What follows belongs to an exercise in optimizing a design on an open flow for small area; a production flow would make more cautious choices. The RTL was checked by simulation tests, not by an equivalence proof against the original design.

==> run a: inputs <==
Design tbacc, start of the top module:
module tbacc (
    input  wire         clk,
    input  wire         rst,
    input  wire         cmd_valid,
    output wire         cmd_ready,
    input  wire [7:0]   cmd_op,
    input  wire [63:0]  cmd_a,
    input  wire [63:0]  cmd_b,
    output wire         rsp_valid,
    output wire [7:0]   rsp_status,
    output wire [63:0]  rsp_data,
    output wire         mem_req,
    output wire         mem_wide,
    output wire [31:0]  mem_addr,
    input  wire         mem_ack,
    input  wire [63:0]  mem_rdata,
    input  wire         mem_err,
    output wire [63:0]  value_o,
    output wire [15:0]  status_o
);
export LEC_CHECK = 0
export ABC_AREA = 1
export CAP_MARGIN = 20
export CORE_MARGIN = 2
export CORE_UTILIZATION = 65
export PLACE_DENSITY = 0.8
export SLEW_MARGIN = 20
create_clock -name core_clock -period 12.5 [get_ports {clk}]
standard.sh (not shown) runs the stock make flow with config.mk's settings and CLKGATE_MAP_FILE= SYNTH_SCRIPT=/design/flow/synth_recipe.tcl, a recipe that flattens the netlist after the stock synthesis.
==> flow/flow/run.sh <==
#!/bin/bash
# Standard ORFS layout, with three changes that only affect area:
#  - the combinational logic of the standard synthesis is re-mapped for area
#    (flow/remap.tcl; flip-flops, their cells and names are kept),
#  - ports get the smallest buffer (buf_1),
#  - the clock tree uses clkbuf_4 without dummy loads.
set -euo pipefail
export BUFFER_PORTS_ARGS="-buffer_cell sky130_fd_sc_hd__buf_1"
export CTS_ARGS="-sink_clustering_enable -repair_clock_nets -dont_use_dummy_load -buf_list sky130_fd_sc_hd__clkbuf_4 -sink_clustering_size 10 -sink_clustering_max_diameter 35"
RES="$PWD/orfs/results/$FLOW_PLATFORM/tbacc/base"
bash standard.sh synth > synth.log 2>&1
cp "$RES/1_2_yosys.v" 1_2_yosys.standard.v
REMAP_LIB="$FLOW_HOME/platforms/$FLOW_PLATFORM/lib/sky130_fd_sc_hd__tt_025C_1v80.lib" \
REMAP_ABC="$PWD/flow/area.abc" REMAP_NET="$RES/1_2_yosys.v" yosys -c flow/remap.tcl > remap.log 2>&1
rm -f "$RES/1_synth.odb"
bash standard.sh > standard.log 2>&1
==> flow/flow/area.abc <==
strash
&get -n
&deepsyn -T 90
&put
dch
amap -A 10 -F 2
topo
==> flow/flow/remap.tcl <==
# Re-map the combinational logic of the standard synthesis for area.
# The flip-flops (their cells and instance names) are kept as they are.
set lib $::env(REMAP_LIB)
set net $::env(REMAP_NET)
yosys read_verilog $net
yosys read_liberty -ignore_miss_func $lib
yosys hierarchy -top tbacc
set ffs [list]
foreach c [split [string trim [exec grep -o {sky130_fd_sc_hd__[a-z0-9_]*} $net | sort -u]] "\n"] {
  if {[regexp {__(df|edf|sdf|dl)} $c]} { lappend ffs $c }
}
yosys setattr -mod -set blackbox 1 {*}$ffs
yosys flatten
yosys rename -hide w:*.*
yosys opt_clean
yosys opt -full
yosys abc -script $::env(REMAP_ABC) -liberty $lib -dont_use *lpflow* -dont_use *probe*
yosys opt_clean -purge
yosys hilomap -singleton -hicell sky130_fd_sc_hd__conb_1 HI -locell sky130_fd_sc_hd__conb_1 LO
yosys insbuf -buf sky130_fd_sc_hd__buf_1 A X
yosys splitnets
yosys opt_clean -purge
yosys read_liberty -lib $lib
yosys tee -o remap_stat.txt stat -liberty $lib
yosys check -assert -mapped
yosys write_verilog -noattr -nohex -nodec $net
==> run b (differences from run a) <==
--- a/flow/design.v
+++ b/flow/design.v
@@ -56,13 +56,14 @@
     reg [3:0]  nr;          
     reg        c0, c2;      
     reg        cc;          
     reg        snz;         
     reg        bi;          
     reg [1:0]  hx;          
-    reg [1:0]  h3a, h3b;    
+    reg [1:0]  h3a, h3b, h3c;
+    reg        h3d;         
     wire at31 = (ph == 5'd31);
     wire at15 = (t4 == 4'd15);
     wire op_init  = (cmd_op == 8'h01);
     wire op_c8    = (cmd_op == 8'h10);
     wire op_c16   = (cmd_op == 8'h11);
     wire op_c32   = (cmd_op == 8'h12);
@@ -74,18 +75,18 @@
     wire [3:0] op_n = op_c8 ? 4'd1 : op_c16 ? 4'd2 : op_c32 ? 4'd4 : 4'd8;
     wire [1:0] sb = cmd_b[{ph, 1'b0} +: 2];
     wire in_round = (st == S_ROUND);
     wire q0 = (q == 3'd0), q1 = (q == 3'd1), q2 = (q == 3'd2),
          q3 = (q == 3'd3), q4 = (q == 3'd4);
     wire ph0 = (ph == 5'd0);
-    wire ph_ge2  = (ph >= 5'd2);
+    wire ph_ge4  = (ph >= 5'd4);
     wire ph_ge17 = (ph >= 5'd17);
     wire rA = in_round & q0;                                    
     wire rB = in_round & ((q0 & !ph0) | (q1 & ph0));            
     wire rC = in_round & ((q1 & !ph0) | (q2 & ph0));            
-    wire rD = in_round & ((q1 & ph_ge2) | (q2 & !ph_ge2));      
+    wire rD = in_round & ((q1 & ph_ge4) | (q2 & !ph_ge4));      
     wire rE = in_round & ((q2 & !ph0) | (q3 & ph0));            
     wire rF = in_round & ((q2 & ph_ge17) | (q3 & !ph_ge17));    
     wire rG = in_round & ((q3 & !ph0) | (q4 & ph0));            
     wire rH = in_round & ((q3 & ph_ge17) | (q4 & !ph_ge17));    
     wire round_end = in_round & q4 & (ph == 5'd16);
     wire m_en = !fin | (rnd == 2'd0);
@@ -101,12 +102,14 @@
     reg  [1:0] vnew;
     reg        cv_n;
     always @(*) begin
         cv_n = cc;
         if (st == S_VCLR) begin
             vnew = 2'b00;
+        end else if (mfin) begin
+            vnew = {1'b0, (kk == 5'd0)};
         end else if (kk < 5'd28) begin
             if ((kk[4:2] < cr) && !ov)
                 vnew = ve;
             else if (kk[4:2] < c2n)
                 vnew = we;
             else
@@ -116,13 +119,13 @@
                          + {1'b0, (kk == 5'd28) ? nr[1:0] : (kk == 5'd29) ? nr[3:2] : 2'b00}
                          + {2'b00, (kk == 5'd28) ? 1'b0 : cc};
         end
     end
     wire [1:0] ma = (rA & m_en) ? mdig : 2'b00;
     wire [1:0] a0 = rB ? hx : v0[1:0];
-    wire [1:0] b0 = rB ? v1[63:62] : v3[18:17];
+    wire [1:0] b0 = rB ? v1[63:62] : v3[22:21];
     wire       c0i = ((q0 & (ph == 5'd1)) | (q2 & (ph == 5'd17))) ? 1'b0 : c0;
     wire [2:0] s0 = {1'b0, a0} + {1'b0, b0} + {2'b00, c0i};
     wire [1:0] ffd = (ffin & (ph < 5'd4)) ? 2'b11 : 2'b00;
     wire [1:0] a2 = rA ? (v2[1:0] ^ ffd) : hx;
     wire [1:0] b2 = rA ? (v3[1:0] ^ ma) : v1[50:49];
     wire       c2i = ((q0 & ph0) | (q2 & (ph == 5'd1))) ? 1'b0 : c2;
@@ -140,31 +143,32 @@
                       rC ? (v1[1:0] ^ v0[16:15]) :
                       rG ? (v1[1:0] ^ v2[33:32]) : v1[1:0];
     wire [1:0] v2in = init_a ? (we ^ k2d) :
                       (rA | rE) ? s2[1:0] : v2[1:0];
     wire [1:0] v3in = init_b ? (sb ^ k3d) :
                       rA ? (v3[1:0] ^ ma) :
-                      rD ? ({h3a[0], h3b[1]} ^ v2[14:13]) :
-                      rH ? (h3b ^ v0[1:0]) : v3[1:0];
+                      rD ? ({h3c[0], h3d} ^ v2[10:9]) :
+                      rH ? (v3[1:0] ^ v0[1:0]) : v3[1:0];
     always @(posedge clk) begin
         v0 <= {v0in, v0[63:2]};
         v1 <= {v1in, v1[63:2]};
         v2 <= {v2in, v2[63:2]};
         v3 <= {v3in, v3[63:2]};
         hx <= q[1] ? v2[1:0] : v0[1:0];
         h3a <= v3[1:0];
         h3b <= h3a;
+        h3c <= h3b;
+        h3d <= h3c[1];
         c0 <= s0[2];
         c2 <= s2[2];
     end
-    wire val_one  = (st == S_DIGEST) & at31;
     wire val_rot  = (in_round & m_en & (rA | rH)) | (st == S_VPASS) | (st == S_VCLR);
-    wire val_wr   = (in_round & rH & !mfin) | (st == S_VPASS) | (st == S_VCLR);
+    wire val_wr   = (in_round & rH) | (st == S_VPASS) | (st == S_VCLR);
     wire [1:0] vin = val_wr ? vnew : ve;
     always @(posedge clk) begin
-        if (rst | val_one)
+        if (rst)
             val <= 64'd1;
         else if (val_rot)
             val <= {vin, val[63:2]};
     end
     wire w_lda = (st == S_PREP) & at31 & (f == 2'd0) &
                  (op_init | (!is_fin & (op_comb | op_bytes)));
==> flow/flow/run.sh (replaced) <==
#!/bin/bash
# Standard ORFS layout, with three changes that only affect area:
#  - the combinational logic of the standard synthesis is re-mapped for area
#    (flow/remap.tcl; flip-flops, their cells and names are kept),
#  - ports get the smallest buffer (buf_1),
#  - the clock tree uses clkbuf_4 without dummy loads.
set -euo pipefail
export BUFFER_PORTS_ARGS="-buffer_cell sky130_fd_sc_hd__buf_1"
export CTS_ARGS="-sink_clustering_enable -repair_clock_nets -dont_use_dummy_load -buf_list sky130_fd_sc_hd__clkbuf_4 -sink_clustering_size 8 -sink_clustering_max_diameter 60"
RES="$PWD/orfs/results/$FLOW_PLATFORM/tbacc/base"
bash standard.sh synth > synth.log 2>&1
cp "$RES/1_2_yosys.v" 1_2_yosys.standard.v
REMAP_LIB="$FLOW_HOME/platforms/$FLOW_PLATFORM/lib/sky130_fd_sc_hd__tt_025C_1v80.lib" \
REMAP_ABC="$PWD/flow/area.abc" REMAP_NET="$RES/1_2_yosys.v" yosys -c flow/remap.tcl > remap.log 2>&1
rm -f "$RES/1_synth.odb"
bash standard.sh > standard.log 2>&1
Settings changed: CORE_UTILIZATION 65 to 40, PLACE_DENSITY 0.8 to 0.6.
==> run c (differences from run a) <==
==> flow/flow/run.sh (replaced) <==
#!/bin/bash
# Standard ORFS layout, with three changes that only affect area:
#  - the combinational logic of the standard synthesis is re-mapped for area
#    (flow/remap.tcl; flip-flops, their cells and names are kept),
#  - ports get the smallest buffer (buf_1),
#  - the clock tree uses clkbuf_4 without dummy loads.
set -euo pipefail
export BUFFER_PORTS_ARGS="-buffer_cell sky130_fd_sc_hd__buf_1"
export CTS_ARGS="-sink_clustering_enable -repair_clock_nets -dont_use_dummy_load -buf_list sky130_fd_sc_hd__clkbuf_4 -sink_clustering_size 10 -sink_clustering_max_diameter 45"
RES="$PWD/orfs/results/$FLOW_PLATFORM/tbacc/base"
bash standard.sh synth > synth.log 2>&1
cp "$RES/1_2_yosys.v" 1_2_yosys.standard.v
REMAP_LIB="$FLOW_HOME/platforms/$FLOW_PLATFORM/lib/sky130_fd_sc_hd__tt_025C_1v80.lib" \
REMAP_ABC="$PWD/flow/area.abc" REMAP_NET="$RES/1_2_yosys.v" yosys -c flow/remap.tcl > remap.log 2>&1
rm -f "$RES/1_synth.odb"
bash standard.sh > standard.log 2>&1
==> flow/flow/area.abc (replaced) <==
strash
&get -n
&deepsyn -T 120
&put
dch
amap -A 10 -F 2
topo
Settings changed: CORE_UTILIZATION 65 to 70, PLACE_DENSITY 0.8 to 0.85.
==> run d (differences from run a) <==
--- a/flow/design.v
+++ b/flow/design.v
@@ -30,12 +30,13 @@
                      S_VPASS  = 4'd5,
                      S_ROUND  = 4'd6,
                      S_DIGEST = 4'd7,
                      S_WZERO  = 4'd8,
                      S_GSEL   = 4'd9,
                      S_RSUB   = 4'd10,
+                     S_RDROT  = 4'd11,
                      S_RDREQ  = 4'd12,
                      S_CW     = 4'd13,
                      S_CINC   = 4'd14;
     reg [3:0]  st;
     reg [4:0]  ph;
     reg [3:0]  t4;          
@@ -51,18 +52,23 @@
     reg [1:0]  rnd;         
     reg        fin;         
     reg        bytes;       
     reg        wide;        
     reg [2:0]  cr;          
     reg [3:0]  nr;          
+    reg [2:0]  j;           
+    reg [2:0]  rlo;         
+    reg        rhinz;       
     reg        c0, c2;      
+    reg        cv;          
     reg        cc;          
     reg        snz;         
     reg        bi;          
-    reg [1:0]  hx;          
-    reg [1:0]  h3a, h3b;    
+    reg [1:0]  h0, h2;      
+    reg [1:0]  h3a, h3b, h3c;
+    reg        h3d;         
     wire at31 = (ph == 5'd31);
     wire at15 = (t4 == 4'd15);
     wire op_init  = (cmd_op == 8'h01);
     wire op_c8    = (cmd_op == 8'h10);
     wire op_c16   = (cmd_op == 8'h11);
     wire op_c32   = (cmd_op == 8'h12);
@@ -74,18 +80,18 @@
     wire [3:0] op_n = op_c8 ? 4'd1 : op_c16 ? 4'd2 : op_c32 ? 4'd4 : 4'd8;
     wire [1:0] sb = cmd_b[{ph, 1'b0} +: 2];
     wire in_round = (st == S_ROUND);
     wire q0 = (q == 3'd0), q1 = (q == 3'd1), q2 = (q == 3'd2),
          q3 = (q == 3'd3), q4 = (q == 3'd4);
     wire ph0 = (ph == 5'd0);
-    wire ph_ge2  = (ph >= 5'd2);
+    wire ph_ge4  = (ph >= 5'd4);
     wire ph_ge17 = (ph >= 5'd17);
     wire rA = in_round & q0;                                    
     wire rB = in_round & ((q0 & !ph0) | (q1 & ph0));            
     wire rC = in_round & ((q1 & !ph0) | (q2 & ph0));            
-    wire rD = in_round & ((q1 & ph_ge2) | (q2 & !ph_ge2));      
+    wire rD = in_round & ((q1 & ph_ge4) | (q2 & !ph_ge4));      
     wire rE = in_round & ((q2 & !ph0) | (q3 & ph0));            
     wire rF = in_round & ((q2 & ph_ge17) | (q3 & !ph_ge17));    
     wire rG = in_round & ((q3 & !ph0) | (q4 & ph0));            
     wire rH = in_round & ((q3 & ph_ge17) | (q4 & !ph_ge17));    
     wire round_end = in_round & q4 & (ph == 5'd16);
     wire m_en = !fin | (rnd == 2'd0);
@@ -98,35 +104,37 @@
     wire       ov = csum[3];
     wire [2:0] c2n = csum[2:0];
     wire [1:0] mdig = (mfin | (kk[4:2] < cr)) ? ve : we;
     reg  [1:0] vnew;
     reg        cv_n;
     always @(*) begin
-        cv_n = cc;
+        cv_n = cv;
         if (st == S_VCLR) begin
             vnew = 2'b00;
+        end else if (mfin) begin
+            vnew = {1'b0, (kk == 5'd0)};
         end else if (kk < 5'd28) begin
             if ((kk[4:2] < cr) && !ov)
                 vnew = ve;
             else if (kk[4:2] < c2n)
                 vnew = we;
             else
                 vnew = 2'b00;
         end else begin
             {cv_n, vnew} = {1'b0, ve}
                          + {1'b0, (kk == 5'd28) ? nr[1:0] : (kk == 5'd29) ? nr[3:2] : 2'b00}
-                         + {2'b00, (kk == 5'd28) ? 1'b0 : cc};
+                         + {2'b00, (kk == 5'd28) ? 1'b0 : cv};
         end
     end
     wire [1:0] ma = (rA & m_en) ? mdig : 2'b00;
-    wire [1:0] a0 = rB ? hx : v0[1:0];
-    wire [1:0] b0 = rB ? v1[63:62] : v3[18:17];
+    wire [1:0] a0 = rB ? h0 : v0[1:0];
+    wire [1:0] b0 = rB ? v1[63:62] : v3[22:21];
     wire       c0i = ((q0 & (ph == 5'd1)) | (q2 & (ph == 5'd17))) ? 1'b0 : c0;
     wire [2:0] s0 = {1'b0, a0} + {1'b0, b0} + {2'b00, c0i};
     wire [1:0] ffd = (ffin & (ph < 5'd4)) ? 2'b11 : 2'b00;
-    wire [1:0] a2 = rA ? (v2[1:0] ^ ffd) : hx;
+    wire [1:0] a2 = rA ? (v2[1:0] ^ ffd) : h2;
     wire [1:0] b2 = rA ? (v3[1:0] ^ ma) : v1[50:49];
     wire       c2i = ((q0 & ph0) | (q2 & (ph == 5'd1))) ? 1'b0 : c2;
     wire [2:0] s2 = {1'b0, a2} + {1'b0, b2} + {2'b00, c2i};
     wire init_b = (st == S_PREP) & op_init;      
     wire init_a = (st == S_VCLR);                
     wire [1:0] k0d = K0[{ph, 1'b0} +: 2];
@@ -140,79 +148,83 @@
                       rC ? (v1[1:0] ^ v0[16:15]) :
                       rG ? (v1[1:0] ^ v2[33:32]) : v1[1:0];
     wire [1:0] v2in = init_a ? (we ^ k2d) :
                       (rA | rE) ? s2[1:0] : v2[1:0];
     wire [1:0] v3in = init_b ? (sb ^ k3d) :
                       rA ? (v3[1:0] ^ ma) :
-                      rD ? ({h3a[0], h3b[1]} ^ v2[14:13]) :
-                      rH ? (h3b ^ v0[1:0]) : v3[1:0];
+                      rD ? ({h3c[0], h3d} ^ v2[10:9]) :
+                      rH ? (v3[1:0] ^ v0[1:0]) : v3[1:0];
     always @(posedge clk) begin
         v0 <= {v0in, v0[63:2]};
         v1 <= {v1in, v1[63:2]};
         v2 <= {v2in, v2[63:2]};
         v3 <= {v3in, v3[63:2]};
-        hx <= q[1] ? v2[1:0] : v0[1:0];
+        h0 <= v0[1:0];
+        h2 <= v2[1:0];
         h3a <= v3[1:0];
         h3b <= h3a;
+        h3c <= h3b;
+        h3d <= h3c[1];
         c0 <= s0[2];
         c2 <= s2[2];
     end
-    wire val_one  = (st == S_DIGEST) & at31;
     wire val_rot  = (in_round & m_en & (rA | rH)) | (st == S_VPASS) | (st == S_VCLR);
-    wire val_wr   = (in_round & rH & !mfin) | (st == S_VPASS) | (st == S_VCLR);
+    wire val_wr   = (in_round & rH) | (st == S_VPASS) | (st == S_VCLR);
     wire [1:0] vin = val_wr ? vnew : ve;
     always @(posedge clk) begin
-        if (rst | val_one)
+        if (rst)
             val <= 64'd1;
         else if (val_rot)
             val <= {vin, val[63:2]};
+        if (val_rot) cv <= cv_n;
     end
     wire w_lda = (st == S_PREP) & at31 & (f == 2'd0) &
                  (op_init | (!is_fin & (op_comb | op_bytes)));
     wire w_ld  = (st == S_RDREQ) & mem_ack & !mem_err;
     wire w_ldw = w_ld & wide;
     wire [4:0] wtgt_app = {3'd0 - cr, 2'b00};
+    wire [4:0] wtgt_rd  = {j, 2'b00} - 5'd1;
     wire w_rot = (st == S_PREP) | (st == S_VCLR) | ((st == S_CINC) & bi) |
                  (in_round & m_en & !mfin & (rA | rH)) |
                  (st == S_VPASS) | (st == S_DIGEST) | (st == S_WZERO) |
                  ((st == S_APP) & (wph != wtgt_app)) |
-                 ((st == S_CINC) & !wide & (k16 < 4'd3));
+                 ((st == S_RDROT) & !wide & (wph != wtgt_rd));
     wire [1:0] win = (st == S_DIGEST) ? (v0[1:0] ^ v1[1:0] ^ v2[1:0] ^ v3[1:0]) :
                      (rH | (st == S_PREP) | (st == S_VCLR) | (st == S_VPASS) |
-                      (st == S_WZERO) | ((st == S_CINC) & bi) | w_ldw) ? 2'b00 : we;
+                      (st == S_WZERO) | (st == S_CINC) | w_ldw) ? 2'b00 : we;
     wire [63:0] wld = ({{56{w_ldw}}, {8{w_ld}}} & mem_rdata) | ({64{w_lda}} & cmd_a);
     always @(posedge clk) begin
         if (w_rot | w_ld | w_lda)
             w <= {win, w[63:2]} | wld;
     end
     wire [3:0] k16 = t4;
     wire cur_rot = (st == S_CINC);
     wire [1:0] incd = (k16 == 4'd0) ? {1'b0, !wide} : (k16 == 4'd1) ? {wide, 1'b0} : 2'b00;
     wire       cci  = (k16 == 4'd0) ? 1'b0 : cc;
     wire [2:0] cinc = {1'b0, cur[1:0]} + {1'b0, incd} + {2'b00, cci};
     wire [1:0] cin  = bi ? we : cinc[1:0];
-    wire [1:0] gd   = (k16 == 4'd0) ? g_n[1:0] : (k16 == 4'd1) ? nr[3:2] : 2'b00;
+    wire [1:0] gd   = (k16 == 4'd0) ? nr[1:0] : (k16 == 4'd1) ? nr[3:2] : 2'b00;
     wire [2:0] rsub = {1'b0, rem[1:0]} - {1'b0, gd} - {2'b00, cci};
     wire [2:0] rsum = {1'b0, we} + {1'b0, rem[1:0]} + {2'b00, cci};
-    wire rem_wr = ((st == S_PREP) & !ph[4]) | (st == S_RSUB) |
-                  ((st == S_GSEL) & (k16 == 4'd0) & !g_done);
+    wire rem_wr = ((st == S_PREP) & !ph[4]) | (st == S_RSUB);
     wire [1:0] rin  = (st == S_PREP) ? sb : rsub[1:0];
     always @(posedge clk) begin
         if (cur_rot) cur <= {cin, cur[31:2]};
         rem <= {rem_wr ? rin : rem[1:0], rem[31:2]};
-        if (val_rot) begin
-            cc  <= cv_n;
-        end else if (st == S_CINC) begin
+        if (rem_wr) begin
+            if (k16 == 4'd0) rlo[1:0] <= rin;
+            if (k16 == 4'd1) begin rlo[2] <= rin[0]; rhinz <= rin[1]; end
+            else if (k16 != 4'd0) rhinz <= rhinz | (rin != 2'b00);
+        end
+        if (st == S_CINC) begin
             cc  <= bi ? rsum[2] : cinc[2];
             snz <= (k16 == 4'd0) ? (rsum[1:0] != 2'b00) : (snz | (rsum[1:0] != 2'b00));
-        end else if ((st == S_GSEL) | (st == S_RSUB)) begin
+        end else if (st == S_RSUB) begin
             cc <= rsub[2];
         end
     end
-    wire [2:0] rlo   = rem[2:0];
-    wire       rhinz = (rem[31:3] != 29'd0);
     wire [2:0] clo = cur[2:0];
     wire [3:0] k8  = 4'd8 - {1'b0, clo};
     wire       g_wide = (clo == 3'd0) & rhinz;
     wire [3:0] g_n = g_wide ? 4'd8 :
                      (rhinz | ({1'b0, rlo} >= k8)) ? k8 : {1'b0, rlo};
     wire       g_done = !rhinz & (rlo == 3'd0);
@@ -285,50 +297,51 @@
                         st <= S_GSEL;
                     end else begin
                         if (bi) f <= 2'd2;
                         st <= S_RESP;
                     end
                 end
-                S_GSEL: if (k16 == 4'd0) begin
+                S_GSEL: begin
                     if (g_done) begin
                         st <= S_RESP;
-                    end else begin
+                    end else if (at15) begin
                         nr   <= g_n;
                         wide <= g_wide;
+                        j    <= 3'd0;
                         st   <= S_RSUB;
                     end
                 end
-                S_RSUB: if (at15) st <= S_RDREQ;
+                S_RSUB: if (at15) st <= S_RDROT;
+                S_RDROT: if (wide || (wph == wtgt_rd)) st <= S_RDREQ;
                 S_RDREQ: if (mem_ack) begin
                     if (mem_err) begin
                         f  <= 2'd3;
                         st <= S_WZERO;
                     end else begin
                         st <= S_CW;
                     end
                 end
                 S_CW: if (at15) st <= S_CINC;
                 S_CINC: if (at15) begin
                     if (bi) begin
                         st <= S_WZERO;
-                    end else if (wide || (wph[4:2] == nr[2:0] - 3'd1)) begin
+                    end else if (wide || ({1'b0, j} == nr - 4'd1)) begin
                         cr <= val[58:56];
                         st <= S_APP;
                     end else begin
-                        st <= S_RDREQ;
+                        j  <= j + 3'd1;
+                        st <= S_RDROT;
                     end
                 end
                 default: st <= S_IDLE;
             endcase
         end
     end
     always @(posedge clk) begin
         if ((st == S_PREP) || ((st == S_RDREQ) && mem_ack && (mem_err || wide)))
             wph <= 5'd0;
-        else if (st == S_GSEL)
-            wph <= 5'd31;       
         else if (w_rot | w_ld)
             wph <= wph + 5'd1;
     end
     wire [7:0] fcode = {5'd0, f == 2'd3, f == 2'd2, f[0] ^ f[1]};
     assign cmd_ready  = (st == S_PREP) & at31;
     assign rsp_valid  = (st == S_RESP);
==> flow/flow/run.sh (replaced) <==
#!/bin/bash
# Standard ORFS layout with the smallest port buffer and a leaner clock tree.
set -euo pipefail
export BUFFER_PORTS_ARGS="-buffer_cell sky130_fd_sc_hd__buf_1"
export CTS_ARGS="-sink_clustering_enable -repair_clock_nets -dont_use_dummy_load -buf_list sky130_fd_sc_hd__clkbuf_8 -sink_clustering_size 16 -sink_clustering_max_diameter 80"
bash standard.sh > standard.log 2>&1
Settings changed: CORE_UTILIZATION 65 to 40, PLACE_DENSITY 0.8 to 0.6.
removed: flow/flow/area.abc
removed: flow/flow/remap.tcl
==> results.ini <==
[route]
vias=13800

[final_layout]
finish.instance_area_um2=20800
multi_input_gates=1056

[outcome]
status=complete, no violations

[yosys]
synth_area_per_cell_um2=10.0

[global_routing]
antenna_found_initial=1

[die]
nWellTaps=600

# the run above: run d

==> results.ini <==
[outcome]
status=complete, no violations

[yosys]
synth_area_per_cell_um2=11.6

[worst_setup_path]
path_class=flop to primary output
crit_top_cell=nor2_1
crit_slowest_cell=dfxtp_1

[flow_run]
drv_cap=0

[final_layout]
multi_input_gates=694
buffers=386
clkbuf_count=73
final_cell_mix=384 x dfxtp_1, 376 x buf_1, 166 x clkinv_1
finish.instance_area_um2=18500

[route]
vias=12400

[die]
nWellTaps=518

# the run above: run b

==> results.ini <==
[outcome]
status=complete, no violations

[final_layout]
multi_input_gates=684

[worst_setup_path]
reg2reg_depth=22

[yosys]
synth_area_per_cell_um2=11.6

[route]
drt-initial-drc-count=1734
wl_met1_mm=17.4
vias=13100
wl_met3_mm=5.20

[die]
nWellTaps=280

[place]
place_ws_ns=6.89

[global_routing]
antenna_found_initial=3

# the run above: run c

==> results.ini <==
[outcome]
status=complete, no violations

[final_layout]
seq_cells=495
finish.instance_area_um2=18200
multi_input_gates=684

[route]
vias=12700

[global_routing]
antenna_found_initial=2

[pwr]
vdd_ir_drop_max_mv=0.129

[yosys]
synth_area_per_cell_um2=11.6

[worst_setup_path]
cp-end-kind=primary output

# the run above: run a

[re-timing with driven ports]
The flow's constraints put no driver on any port. The routed layouts listed below were extracted and timed again, unchanged, in two steps. Step 1 sets driving cells, clkbuf_16 on the clock port and buf_2 on the other inputs (assumed; they add their load-dependent delay and slew). Step 2 moves the port delays by t, midway between the first and last clock arrival at a register: inputs arrive t later, outputs are due t later. That takes back most of the time a late clock gives input paths. Slacks: no drivers / after step 1 / after step 2; pairs: no drivers / after step 1.
run | shift t [ns] | setup WS [ns] | latest minus earliest clock arrival (ns)
run a | 0.703 | 6.202 / 6.155 / 6.627 | 0.086 / 0.086
run b | 0.768 | 6.686 / 6.638 / 6.576 | 0.066 / 0.067
run c | 0.750 | 6.168 / 6.118 / 6.635 | 0.099 / 0.099
run d | 0.633 | 6.999 / 6.950 / 7.190 | 0.091 / 0.091
After both steps every run listed still meets setup and hold. For run b, which loses most, drivers alone change the setup slack by -0.048 ns; drivers and shift together by -0.110 ns.
